From an optimization exercise on the open Yosys and OpenROAD flow, aimed at small area and a short achievable clock period; shortcuts taken in it are not production practice.
In this exercise RTL edits were held to simulation tests only and were not proved equivalent to the original.
Power is estimated from default activity; no workload was simulated.

--- config.mk ---
export PLATFORM = sky130hd
export DESIGN_NAME = sab_accum
export DESIGN_NICKNAME = sab_accum
export VERILOG_FILES = /design/flow/design.v
export SDC_FILE = /design/flow/constraint.sdc
export NUM_CORES = 4
export LEC_CHECK = 0
export CAP_MARGIN = 20
export CORE_MARGIN = 2
export CORE_UTILIZATION = 60
export CTS_BUF_LIST = sky130_fd_sc_hd__clkbuf_8
export SLEW_MARGIN = 20
--- constraint.sdc ---
create_clock -name core_clock -period 12.0 [get_ports {clk}]
set_input_delay 2.4000 -clock core_clock [delete_from_list [all_inputs] [get_ports {clk}]]
set_output_delay 2.4000 -clock core_clock [all_outputs]
set_load 0.01 [all_outputs]
--- design.v ---
module sab_accum (
    input  wire        clk,
    input  wire        rst,
    input  wire        in_valid,
    input  wire [63:0] in_data,
    input  wire        in_last,
    output reg         out_valid,
    output wire [63:0] out_sum
);
    reg [10:0] ae;         
    reg [51:0] am;         
    reg        ah;         
    reg [10:0] xe;         
    reg [51:0] xm;         
    reg        xh;         
    reg        v_r;        
    reg        last_r;     
    reg        first;      
    reg        big_x;      
    reg        sml_a;      
    reg        sml_x;      
    reg        big_xn;     
    reg        sml_an;     
    reg        sml_xn;
    reg [5:0]  amt;        
    assign out_sum = {1'b0, ae, am};
    wire [10:0] ea = {ae[10:1], ae[0] | ~ah};
    wire [10:0] ex = {xe[10:1], xe[0] | ~xh};
    wire [52:0] ma = {ah, am};
    wire [52:0] mx = {xh, xm};
    wire [52:0] mb = {big_xn ? ma[52:27] : mx[52:27], big_x ? mx[26:0] : ma[26:0]};
    wire [53:0] ms_a = {1'b0, ma};
    wire [53:0] ms_x = {mx, 1'b0};
    wire [53:0] ms = {({27{~sml_an}} & ms_a[53:27]) | ({27{~sml_xn}} & ms_x[53:27]),
                      ({27{sml_a}} & ms_a[26:0]) | ({27{sml_x}} & ms_x[26:0])};
    wire [10:0] eb = big_x ? ex : ea;
    wire [10:0] eb1 = eb + 11'd1;
    wire        eb_gt1 = |eb[10:1];
    reg [53:0] sv;
    reg        stk;
    integer k;
    always @* begin
        sv  = ms;
        stk = 1'b0;
        for (k = 5; k >= 0; k = k - 1) begin
            if (amt[k]) begin
                stk = stk | |(sv & ((54'd1 << (1 << k)) - 54'd1));
                sv  = sv >> (1 << k);
            end
        end
    end
    wire [52:0] sb = sv[53:1];
    wire [52:0] p  = mb ^ sb;
    wire [52:0] g  = mb & sb;
    reg [52:0] gg, pp;
    reg [52:0] gn, pn;
    integer l, i, j;
    always @* begin
        gg = g;
        pp = p;
        for (l = 0; l < 6; l = l + 1) begin
            for (i = 0; i < 53; i = i + 1) begin
                if (((i + 1) % (2 << l)) == 0) begin
                    j = i - (1 << l);
                    gg[i] = gg[i] | (pp[i] & gg[j]);
                    pp[i] = pp[i] & pp[j];
                end
            end
        end
        for (l = 5; l >= 0; l = l - 1) begin
            for (i = 0; i < 53; i = i + 1) begin
                if (((i + 1) % (2 << l)) == (1 << l) && i >= (2 << l)) begin
                    j = i - (1 << l);
                    gg[i] = gg[i] | (pp[i] & gg[j]);
                    pp[i] = pp[i] & pp[j];
                end
            end
        end
    end
    wire h0 = p[0];
    wire h1 = p[1] ^ g[0];
    wire up_n = sv[0] & (stk | h0);                      
    wire up_c = h0 & (sv[0] | stk | h1);                 
    wire [52:0] cn = gg | (pp & {53{up_n}});             
    wire [52:0] cc = gg | (pp & {53{up_c}});             
    wire [52:0] sn = p ^ {cn[51:0], up_n};
    wire [52:0] sc = p ^ {cc[51:0], up_c};
    wire        co = gg[52];                             
    wire        cout = cn[52];                           
    wire [51:0] nm = co ? sc[52:1] : sn[51:0];
    wire [10:0] ne = cout ? eb1 : (eb_gt1 ? eb : {10'd0, sn[52]});
    wire        nh = cout | sn[52];
    wire        acc_in = in_valid & ~rst;
    wire        first_n = rst | (v_r ? last_r : first);
    wire [10:0] xen = in_data[62:52];
    wire        xz  = ~|xen;                             
    wire [11:0] t0  = sub12(eb, xen, ~xz);               
    wire [11:0] t1  = sub12(eb1, xen, ~xz);              
    wire        neg0 = t0[11];
    wire        neg1 = t1[11];
    wire [11:0] a0 = t0 ^ {12{neg0}};
    wire [11:0] a1 = t1 ^ {12{neg1}};
    wire [5:0]  a0s = |a0[11:6] ? 6'h3f : a0[5:0];
    wire [5:0]  a1s = |a1[11:6] ? 6'h3f : a1[5:0];
    wire [2:0]  ct0 = {first_n | (acc_in & neg0),
                       ~first_n & acc_in & neg0,
                       ~first_n & acc_in & ~neg0};
    wire [2:0]  ct1 = {first_n | (acc_in & neg1),
                       ~first_n & acc_in & neg1,
                       ~first_n & acc_in & ~neg1};
    wire [2:0]  ctn = cout ? ct1 : ct0;
    wire [2:0]  ctn_n = cout ? ~ct1 : ~ct0;
    function [11:0] sub12;
        input [10:0] a;
        input [10:0] b;
        input        ci;
        reg   [11:0] x, y, gs, ps, gq, pq;
        integer      m, n;
        begin
            x  = {1'b0, a};
            y  = {1'b1, ~b};
            gs = x & y;
            ps = x ^ y;
            for (m = 0; m < 4; m = m + 1) begin
                gq = gs;
                pq = ps;
                for (n = 0; n < 12; n = n + 1)
                    if ((n >> m) & 1) begin
                        gq[n] = gs[n] | (ps[n] & gs[((n >> m) << m) - 1]);
                        pq[n] = ps[n] & ps[((n >> m) << m) - 1];
                    end
                gs = gq;
                ps = pq;
            end
            sub12 = (x ^ y) ^ {gs[10:0] | (ps[10:0] & {11{ci}}), ci};
        end
    endfunction
    always @(posedge clk) begin
        ae <= ne;
        am <= nm;
        ah <= nh;
        xe <= xen;
        xm <= in_data[51:0];
        xh <= |xen;
        amt <= cout ? a1s : a0s;
        {big_x, sml_a, sml_x} <= ctn;
        {big_xn, sml_an, sml_xn} <= ctn_n;
        if (rst) begin
            v_r       <= 1'b0;
            out_valid <= 1'b0;
        end else begin
            v_r       <= in_valid;
            out_valid <= v_r & last_r;
        end
        last_r <= in_last;
        first  <= first_n;
    end
endmodule
--- flow/run.sh ---
#!/bin/bash
set -euo pipefail
cd "$(dirname "$0")/.."
export BUFFER_PORTS_ARGS="-buffer_cell sky130_fd_sc_hd__buf_1"
if [[ -f flow/margin ]]; then
  export SETUP_SLACK_MARGIN="$(cat flow/margin)"
fi
bash standard.sh > standard.log 2>&1
test -s out/final.def
--- flow/margin ---
6.5
--- standard.sh ---
#!/bin/bash
# synth_recipe.tcl (not shown) runs the flow's synth.tcl, then flattens the netlist and writes it again
# the make line also repeats each setting of config.mk as NAME=value (left out here)
make -C /OpenROAD-flow-scripts/flow DESIGN_CONFIG=/design/flow/config.mk WORK_HOME=/design/flow/orfs CLKGATE_MAP_FILE= SYNTH_SCRIPT=/design/flow/synth_recipe.tcl "${@:-finish}"
==> qor.csv <==
metric;value;unit
yosysTopAreaCellShare;0.201;
hold_violations;0;
clock_power_share;0.180;
cts_hold_buffers;0;
vdd_drop_max;0.101;mV
combPwrFrac;0.527;
routedWlPerCell;23.6;µm
drtIter0Drc;2071;
clock_latency;0.49;ns
hold_class;reg -> reg;
cts_tree;done;
finClkSkew;0.0207;ns
arrival;5.81;ns
rsz0062_at_grt;yes;
rows;56;
period_needed;5.43;ns
ys_ff_latch;144;
numPortBuffers;130;
ys_async_sr_fraction;0;
dieArea;25100;µm²
antenna_cells;0;
antenna_found_initial;0;
grt_max_degree;69;
max_slew_margin;0.371;
synth_cell_types;102;
globalRouteTotalUtil;0.401;
dr_total_vias;15100;
syn_area;14300;µm²
worst_pin_slew;0.935;ns
maxSlewViolCount;0;
cts_sinks;144;
wirelength;52700;µm
synth_edf_count;0;
avgViaCountPerCell;6.77;
intPower;0.00122;W
avgSynthCellArea;7.84;µm²
nNetsFinal;2045;
final_cell_mix;nand2_1, nor2_1, dfxtp_1;
die_x;159;µm
status;no timing/DRC/antenna violations;
cts_root_buf;clkbuf_8;
critPathLaunchType;register;
cap_viol_max_count;0;
die_h;159;µm
final_common_cell;nand2_1;
grt_pass1_vias;13600;
tns;0;ns
start_util;0.610;
synth_ff_type;dfxtp_1;
antenna_left;0;
worst-setup-path-type;reg -> reg;
area_growth;11.8;%
finalSetupViolations;0;
num-fill-cells;2033;
synthTopCellsByArea;dfxtp_1, mux2i_1, ha_1;
synth.largest_area_cell;dfxtp_1;
place_inst;2171;
clk_pin_slew_worst_paths;0.09;ns
synth_seq_area_share;0.201;
final_cells;2229;
setup.worst_path.end_class;register;
leakage;6.22;nW
cts_buffers;17;
swShare;0.492;
period_share;0.453;
syn-num-nets;1975;
drive_above_1_share;0.139;
gp_congestion;1.05;
drcViolationCount;0;
power_density;150;nW/µm²
grt-ovfl-total;0;
power;0.00241;W
worst-path-max-fanout;14;
grt_pass1_wl;77000;µm
switching_power;0.00119;W
dr.pass1.iters;9;
core;23500;µm²
cts.htree.levels;4;
cts.path.max_buffers;2;
io_pins;133;
synth_cells;1827;
critPathRequiredTime;12.38;ns
power_frac_seq;0.293;
dp_hpwl;38200;µm
ys_warn_count;1;
fmax;184;MHz
==> cell usage after synthesis (all sizes together), types with 7 or more instances <==
| master | number |
|---|---|
| nor3 | 37 |
| o211ai | 16 |
| nor4 | 20 |
| o22a | 11 |
| o22ai | 17 |
| dfxtp | 144 |
| a221oi | 13 |
| mux2i | 104 |
| a31oi | 16 |
| a31o | 14 |
| a21o | 24 |
| nor2 | 151 |
| a22oi | 16 |
| o21bai | 20 |
| a22o | 28 |
| nand3 | 37 |
| mux2 | 70 |
| o311ai | 8 |
| nor2b | 15 |
| nand2 | 174 |
| xor2 | 26 |
| a21oi | 127 |
| xnor2 | 92 |
| nand4 | 20 |
| a211oi | 23 |
| or3 | 13 |
| ha | 76 |
| and2 | 14 |
| o21a | 11 |
| buf | 61 |
| o32ai | 7 |
| inv | 71 |
| o21ai | 111 |
| and3 | 14 |
| o31ai | 25 |
| nand2b | 24 |
| or4 | 7 |
| clkbuf | 65 |
| a311oi | 9 |
==> per-layer routing <==
| metal | up-vias | wire, µm | track usage | part of all wire |
|---|---|---|---|---|
| li1 | 6893 | - | - | - |
| met1 | 7067 | 21700 | 0.547 | 0.41 |
| met2 | 955 | 22800 | 0.628 | 0.43 |
| met3 | 166 | 6120 | 0.0781 | 0.12 |
| met4 | 0 | 2020 | 0.147 | 0.038 |
| met5 | - | 0 | 0 | 0 |
==> cell type report <==
type | instances | area, µm² | share of cell area
Timing Repair Buffer | 176 | 1030 | 0.0644
Clock buffer | 18 | 248 | 0.0155
Clock inverter | 14 | 171 | 0.0107
Inverter | 72 | 307 | 0.0191
Multi-Input combinational cell | 1485 | 11000 | 0.684
Sequential cell | 144 | 2910 | 0.181
Timing Repair inverter | 1 | 5.00 | 0.000312
Tap cell | 319 | 399 | 0.0249
==> cells by family (layout without fill, tap and decap cells) <==
logic type	count (synthesis)	after routing	synth area share
compound gates	559	559	0.278
xor+xnor	118	118	0.0721
fa+ha+maj	80	80	0.0720
buf+inv	198	281	0.0568
flops	144	144	0.201
mux	178	178	0.134
other cells	1	1	0.000262
simple gates	549	549	0.185
==> power by group through the flow <==
stage | Combinational [W] | Clock, W | Sequential [W]
floorplan | 0.000846 | 0 | 0.000666
global placement | 0.00115 | 0 | 0.000698
detailed placement | 0.00117 | 0 | 0.000699
CTS | 0.00120 | 0.000436 | 0.000690
global route | 0.00135 | 0.000454 | 0.000707
finish | 0.00127 | 0.000432 | 0.000706
==> worst max-delay path: stages, from the launching register on <==
cell and delay (ns):
dfxtp_4 0.43, buf_12 0.19, a221o_1 0.25, o31ai_2 0.15, mux4_2 0.52, a311oi_2 0.33
nand4_1 0.15, o21ai_2 0.13, ha_4 0.15, inv_1 0.06, fa_2 0.42, nand3b_1 0.25
a211oi_4 0.37, o21ai_4 0.14, a211oi_4 0.36, o21bai_4 0.17, a211oi_4 0.31, or3_4 0.23
buf_4 0.19, or2_1 0.14, a21oi_1 0.06, a311oi_1 0.28
==> registers in the layout, summed over array words and instances, names as in the netlist, 6 cells and up <==
register  flops
xm           52
am           52
xe           11
amt           6
ae           11
==> path summary, 6_finish.rpt <==
check	slack [ns]	start	endpoint	cells past startpoint
setup reg to reg	6.57	amt[4]	am[2]	21
hold reg to reg	0.45	last_r	out_valid	2
hold / removal	0.45	last_r	out_valid	2
setup / recovery	6.57	amt[4]	am[2]	21
==> stage by stage <==
stage	worst slack (ns)	hold slack, ns	utilization	instance area, µm²
floorplan	6.69	0.410	-	14300
global placement	4.39	0.442	0.632	14800
detailed placement	4.30	0.443	0.632	14800
CTS	6.50	0.455	0.663	15600
global route	6.39	0.499	0.682	16000
finish	6.57	0.451	0.682	16000
==> what timing repair did <==
item,CTS,global route
pin swaps,4,18
buffers inserted,5,15
setup endpoints to repair,76,60
resized for setup,63,49
cloned,1,5

-- port drivers added, routing unchanged --
In the flow no input, the clock included, has a driving cell. The finished layout below was timed again as built, in two steps. Step 1, drivers: a clkbuf_16 drives clk and a buf_2 each remaining input, both assumed. Step 2 moves the port delays by t, midway between the first and last clock arrival at a register: inputs arrive t later, outputs are due t later. That takes back most of the time a late clock gives input paths. a / b / c = no drivers / after step 1 / after step 2; a / b = the first two.
t (ns): 0.532
setup slack, ns: 6.570 / 6.570 / 6.160
worst setup path at the end: input to register
worst data-port slew with drivers (ns): 0.08
After both steps this run still meets setup and hold. The setup slack of this run moves by 0.000 ns with the drivers and by -0.410 ns with both steps.
